This design comes from an exercise in tuning for small area on the open sky130 flow, not from production work. Function was checked by simulation only, so behaviour that the tests miss may differ from the original. Power and IR drop assume default switching activity. The flow treats the clock pin as an ideal source, which a real chip does not have.

## job 7565
// il_core
module il_core (
    input  wire        clk,
    input  wire        rst,
    input  wire        start,
    input  wire [15:0] prog_len,
    output wire        busy,
    output wire [15:0] acc,
    output wire [15:0] last_line,
    output wire [4:0]  esp,
    output wire [4:0]  csp,
    output wire        prog_valid,
    output wire [15:0] prog_addr,
    input  wire        prog_ready,
    input  wire [15:0] prog_word,
    input  wire [15:0] prog_opr,
    output wire        mem_valid,
    output wire        mem_we,
    output wire [1:0]  mem_region,
    output wire [4:0]  mem_slot,
    output wire [15:0] mem_wdata,
    input  wire        mem_ready,
    input  wire [15:0] mem_rdata
);
export LEC_CHECK = 0
export CAP_MARGIN = 20
export CORE_MARGIN = 2
export CORE_UTILIZATION = 40
export SLEW_MARGIN = 20
create_clock -name core_clock -period 8.0 [get_ports {clk}]
standard.sh (not shown) runs the stock make flow with config.mk's settings and CLKGATE_MAP_FILE= SYNTH_SCRIPT=/design/flow/synth_recipe.tcl, a recipe that flattens the netlist after the stock synthesis.
==> flow/flow/run.sh <==
#!/bin/bash
# The standard layout (the standard.sh), with two changes: the port
# buffers are sky130_fd_sc_hd__buf_1, and clock tree synthesis gets its own
# clustering arguments and no dummy loads.
set -euo pipefail
bash standard.sh finish "BUFFER_PORTS_ARGS=-buffer_cell sky130_fd_sc_hd__buf_1" \
  "CTS_ARGS=-sink_clustering_enable -repair_clock_nets -sink_clustering_size 45 -sink_clustering_max_diameter 50 -buf_list sky130_fd_sc_hd__clkbuf_16 -dont_use_dummy_load" \
  > standard_flow.log 2>&1
Having completed the whole flow, job 7565 delivered a layout that passed the timing, design-rule and antenna checks.
Input-level comparison between job 1803 and job 7565:
# job 7565
export LEC_CHECK = 0
export CAP_MARGIN = 20
export CORE_MARGIN = 2
export CORE_UTILIZATION = 40
export SLEW_MARGIN = 20
create_clock -name core_clock -period 8.0 [get_ports {clk}]
# job 1803
export LEC_CHECK = 0
export CAP_MARGIN = 20
export CORE_MARGIN = 2
export CORE_UTILIZATION = 80
export SLEW_MARGIN = 20
create_clock -name core_clock -period 8.0 [get_ports {clk}]
-- flow/flow/run.sh --
<<< job 7565, line 7
  "CTS_ARGS=-sink_clustering_enable -repair_clock_nets -sink_clustering_size 45 -sink_clustering_max_diameter 50 -buf_list sky130_fd_sc_hd__clkbuf_16 -dont_use_dummy_load" \
>>> job 1803, line 7
  "CTS_ARGS=-sink_clustering_enable -repair_clock_nets -sink_clustering_size 32 -sink_clustering_max_diameter 80 -buf_list sky130_fd_sc_hd__clkbuf_16 -dont_use_dummy_load" \
Per the comparison of job 1803 with job 7565, clock buffer count -27, number of standard cells in the layout, taps in and fillers out -15%, worst hold slack +0.038 ns.
#### Input delta (job 481 over job 1803)
# job 1803
export LEC_CHECK = 0
export CAP_MARGIN = 20
export CORE_MARGIN = 2
export CORE_UTILIZATION = 80
export SLEW_MARGIN = 20
create_clock -name core_clock -period 8.0 [get_ports {clk}]
# job 481
export LEC_CHECK = 0
export CAP_MARGIN = 20
export CORE_MARGIN = 2
export CORE_UTILIZATION = 40
export SLEW_MARGIN = 20
create_clock -name core_clock -period 8.0 [get_ports {clk}]
-- flow/flow/run.sh --
<<< job 1803, line 7
  "CTS_ARGS=-sink_clustering_enable -repair_clock_nets -sink_clustering_size 32 -sink_clustering_max_diameter 80 -buf_list sky130_fd_sc_hd__clkbuf_16 -dont_use_dummy_load" \
>>> job 481, line 7
  "CTS_ARGS=-sink_clustering_enable -repair_clock_nets -sink_clustering_size 36 -sink_clustering_max_diameter 60 -buf_list sky130_fd_sc_hd__clkbuf_16 -dont_use_dummy_load" \
==> comparison <==
- No stage failed in job 481, and the final checks on the layout all came back clean.
- [compare] base=job 1803 new=job 481: leakage power increased 1.7%, via count decreased by 9.4% relative to the old numbers, non-clock buffer count went up by 5, worst path setup slack after routing grew by 0.32 ns, total non-filler cell area in the finished layout up 3.2%.
- Post-placement cell area: higher on job 481
- Looking at clock buffer count, job 481 sits 12 above job 1803.
- [job 481 vs job 1803] sum of net half-perimeters after detailed placement: lower in job 481
## Diff of input files: job 5329 against job 481
# job 481
export LEC_CHECK = 0
export CAP_MARGIN = 20
export CORE_MARGIN = 2
export CORE_UTILIZATION = 40
export SLEW_MARGIN = 20
create_clock -name core_clock -period 8.0 [get_ports {clk}]
# job 5329
export LEC_CHECK = 0
export CAP_MARGIN = 20
export CORE_MARGIN = 2
export CORE_UTILIZATION = 65
export SLEW_MARGIN = 20
create_clock -name core_clock -period 8.0 [get_ports {clk}]
-- flow/flow/run.sh --
<<< job 481, line 7
  "CTS_ARGS=-sink_clustering_enable -repair_clock_nets -sink_clustering_size 36 -sink_clustering_max_diameter 60 -buf_list sky130_fd_sc_hd__clkbuf_16 -dont_use_dummy_load" \
>>> job 5329, line 7
  "CTS_ARGS=-sink_clustering_enable -repair_clock_nets -sink_clustering_size 32 -sink_clustering_max_diameter 80 -buf_list sky130_fd_sc_hd__clkbuf_16 -dont_use_dummy_load" \
Notes after the runs:
As far as count of hold-fix buffers inserted at cts goes, job 5329 and job 481 are indistinguishable; the numbers are identical.
Both conditions hold for job 5329: the flow ran to the end and the final layout passed the timing, design-rule and antenna checks.
Layout buffer count excluding clock buffers delta (job 481 -> job 5329): insignificant
In terms of via count, job 5329 and job 481 differ only marginally.
On number of enable-type register cells in the synthesized netlist, job 5329 tracks job 481 almost exactly.
Between job 481 and job 5329, the non-clock buffering overhead in the final layout figures differ only marginally.
On chip width, the lower figure sits with job 5329, not job 481.
Between job 481 and job 5329, the final worst-path setup slack is lower for job 5329.
Post-route core utilization: job 5329 vs job 481 up 26 points


run 1:
il_core, a different RTL version from the one above (not shown whole).
Size in the first run: about 1,900 cells after synthesis, ~150 I/O pins.
clock: 8.0 ns
lec_check: 0
cap_margin: 20
core_margin: 2
core_utilization: 65
slew_margin: 20
==> flow/flow/run.sh <==
#!/bin/bash
# The standard layout (the standard.sh), with two changes: the port
# buffers are sky130_fd_sc_hd__buf_1, and clock tree synthesis gets its own
# clustering arguments and no dummy loads.
set -euo pipefail
bash standard.sh finish "BUFFER_PORTS_ARGS=-buffer_cell sky130_fd_sc_hd__buf_1" \
  "CTS_ARGS=-sink_clustering_enable -repair_clock_nets -sink_clustering_size 32 -sink_clustering_max_diameter 80 -buf_list sky130_fd_sc_hd__clkbuf_16 -dont_use_dummy_load" \
  > standard_flow.log 2>&1
The inputs of run 2 differ from those of run 1 as listed below.
Settings: a change of CORE_UTILIZATION from 65 to 60.
- Across both runs, clock skew was higher for run 2 than for run 1.
- Run 1 → run 2: post-CTS resize count now sits at about the same level, power down 0.84%, clock period minus final worst setup slack moved down.
Input-level comparison between run 3 and run 2:
Settings: setting CTS_BUF_LIST to sky130_fd_sc_hd__clkbuf_16 for the first time; changing CORE_UTILIZATION from 60 to 65; setting CTS_CLUSTER_SIZE to 30 for the first time; setting CTS_CLUSTER_DIAMETER to 80 for the first time.
==> flow/run.sh (new file) <==
#!/bin/bash
# synth_recipe.tcl (not shown) runs the flow's synth.tcl, then flattens the netlist and writes it again
# the make line also repeats each setting of config.mk as NAME=value (left out here)
make -C /OpenROAD-flow-scripts/flow DESIGN_CONFIG=/design/flow/config.mk WORK_HOME=/design/flow/orfs CLKGATE_MAP_FILE= SYNTH_SCRIPT=/design/flow/synth_recipe.tcl finish
removed: flow/flow/run.sh
removed: flow/standard.sh
==> comparison <==
In the final design statistics, run 3 uses fewer standard cells in total than run 2.
Cell area reported after detailed placement, run 2 and run 3, lower one = run 2.
Worst setup slack delta (run 3 − run 2): unfavourable
Compared with run 2, in run 3 first-pass GRT wire length climbed 14%, critical path depth shows an increase of 2, final instance area climbed about 4.4%, number of rows created at floorplan fell by 3.
Run 3 ends up with higher worst path arrival time than run 2 does.
Worst slack on hold paths ends up lower on run 2.
> inputs changed (run 3 -> run 4)
Settings: removing CTS_BUF_LIST (formerly sky130_fd_sc_hd__clkbuf_16); removing CTS_CLUSTER_DIAMETER (formerly 80); changing CORE_UTILIZATION from 65 to 72; removing CTS_CLUSTER_SIZE (formerly 30).
==> flow/flow/run.sh (new file) <==
#!/bin/bash
# The standard layout (the standard.sh), with two changes: the port
# buffers are sky130_fd_sc_hd__buf_1, and clock tree synthesis gets its own
# clustering arguments and no dummy loads.
set -euo pipefail
bash standard.sh finish "BUFFER_PORTS_ARGS=-buffer_cell sky130_fd_sc_hd__buf_1" \
  "CTS_ARGS=-sink_clustering_enable -repair_clock_nets -sink_clustering_size 32 -sink_clustering_max_diameter 80 -buf_list sky130_fd_sc_hd__clkbuf_16 -dont_use_dummy_load" \
  > standard_flow.log 2>&1
==> flow/standard.sh (new file) <==
#!/bin/bash
# synth_recipe.tcl (not shown) runs the flow's synth.tcl, then flattens the netlist and writes it again
# the make line also repeats each setting of config.mk as NAME=value (left out here)
make -C /OpenROAD-flow-scripts/flow DESIGN_CONFIG=/design/flow/config.mk WORK_HOME=/design/flow/orfs CLKGATE_MAP_FILE= SYNTH_SCRIPT=/design/flow/synth_recipe.tcl "${@:-finish}"
removed: flow/run.sh
[summary]
Run 4 finished every stage and its layout cleared the timing, design-rule and antenna checks. Diff run 3 -> run 4: maximum clock frequency moved up; share of the clock period used by the worst path after layout fell 1.1 points; worst hold slack shows a reduction of 0.024 ns; die area decreased by about 10% relative to the old numbers. Sort run 3 and run 4 by highest ir drop seen on vdd, descending, and run 4 comes first.
Input-level comparison between run 5 and run 4:
Settings: changing CORE_UTILIZATION from 72 to 65.
==> flow/flow/run.sh <==
#!/bin/bash
# The standard layout (the standard.sh), with two changes: the port
# buffers are sky130_fd_sc_hd__buf_1, and clock tree synthesis gets its own
# clustering arguments and no dummy loads.
set -euo pipefail
bash standard.sh finish "BUFFER_PORTS_ARGS=-buffer_cell sky130_fd_sc_hd__buf_1" \
  "CTS_ARGS=-sink_clustering_enable -repair_clock_nets -sink_clustering_size 16 -sink_clustering_max_diameter 80 -buf_list sky130_fd_sc_hd__clkbuf_16 -sink_clustering_buffer sky130_fd_sc_hd__clkbuf_8 -dont_use_dummy_load" \
  > standard_flow.log 2>&1
[summary]
- Run 5 vs run 4 — final net count climbed slightly
- Comparing run 5 and run 4, the higher power spent charging and discharging nets is on run 4.
- The core of run 5 is less densely filled than that of run 4.
- Between run 5 and run 4, it is run 5 whose area added between synthesis and finish is higher, by 0.21 points.
- Initial antenna violation count (higher): run 4
- Run 4 → run 5: proportion of power drawn by the clock network moved down; source-to-sink clock delay at the later pin of the worst-skew pair moved up; relative contribution of sequential cells to total power moved up.
- On run 5: area of the die is about 10% higher than what run 4 gave.
- Power was lower in the run labelled run 5.

[re-timing with driven ports]
The flow's constraints put no driver on any port. The routed layouts listed below were extracted and timed again, unchanged, in two steps.
Step 1, drivers: a clkbuf_16 drives clk and a buf_2 each remaining input, both assumed.
Step 2 also shifts input and output timing later by t, the mid clock arrival at the registers, as if the neighbouring blocks saw the same clock.
Slacks: ideal / step 1 / step 2; pairs: ideal / step 1.
run	shift t [ns]	setup WS [ns]	latest minus earliest clock arrival (ns)
job 7565	0.660	1.730 / 1.730 / 1.730	0.121 / 0.121
job 1803	0.661	1.392 / 1.392 / 1.392	0.043 / 0.043
job 481	0.623	1.709 / 1.709 / 1.709	0.115 / 0.116
job 5329	0.599	1.634 / 1.634 / 1.634	0.058 / 0.058
run 1	0.601	1.821 / 1.821 / 1.821	0.078 / 0.078
run 2	0.611	1.997 / 1.997 / 1.997	0.087 / 0.087
run 3	0.645	1.803 / 1.803 / 1.803	0.039 / 0.039
run 4	0.574	1.893 / 1.893 / 1.893	0.079 / 0.079
run 5	0.602	1.842 / 1.842 / 1.842	0.052 / 0.052
After both steps every run listed still meets setup and hold.
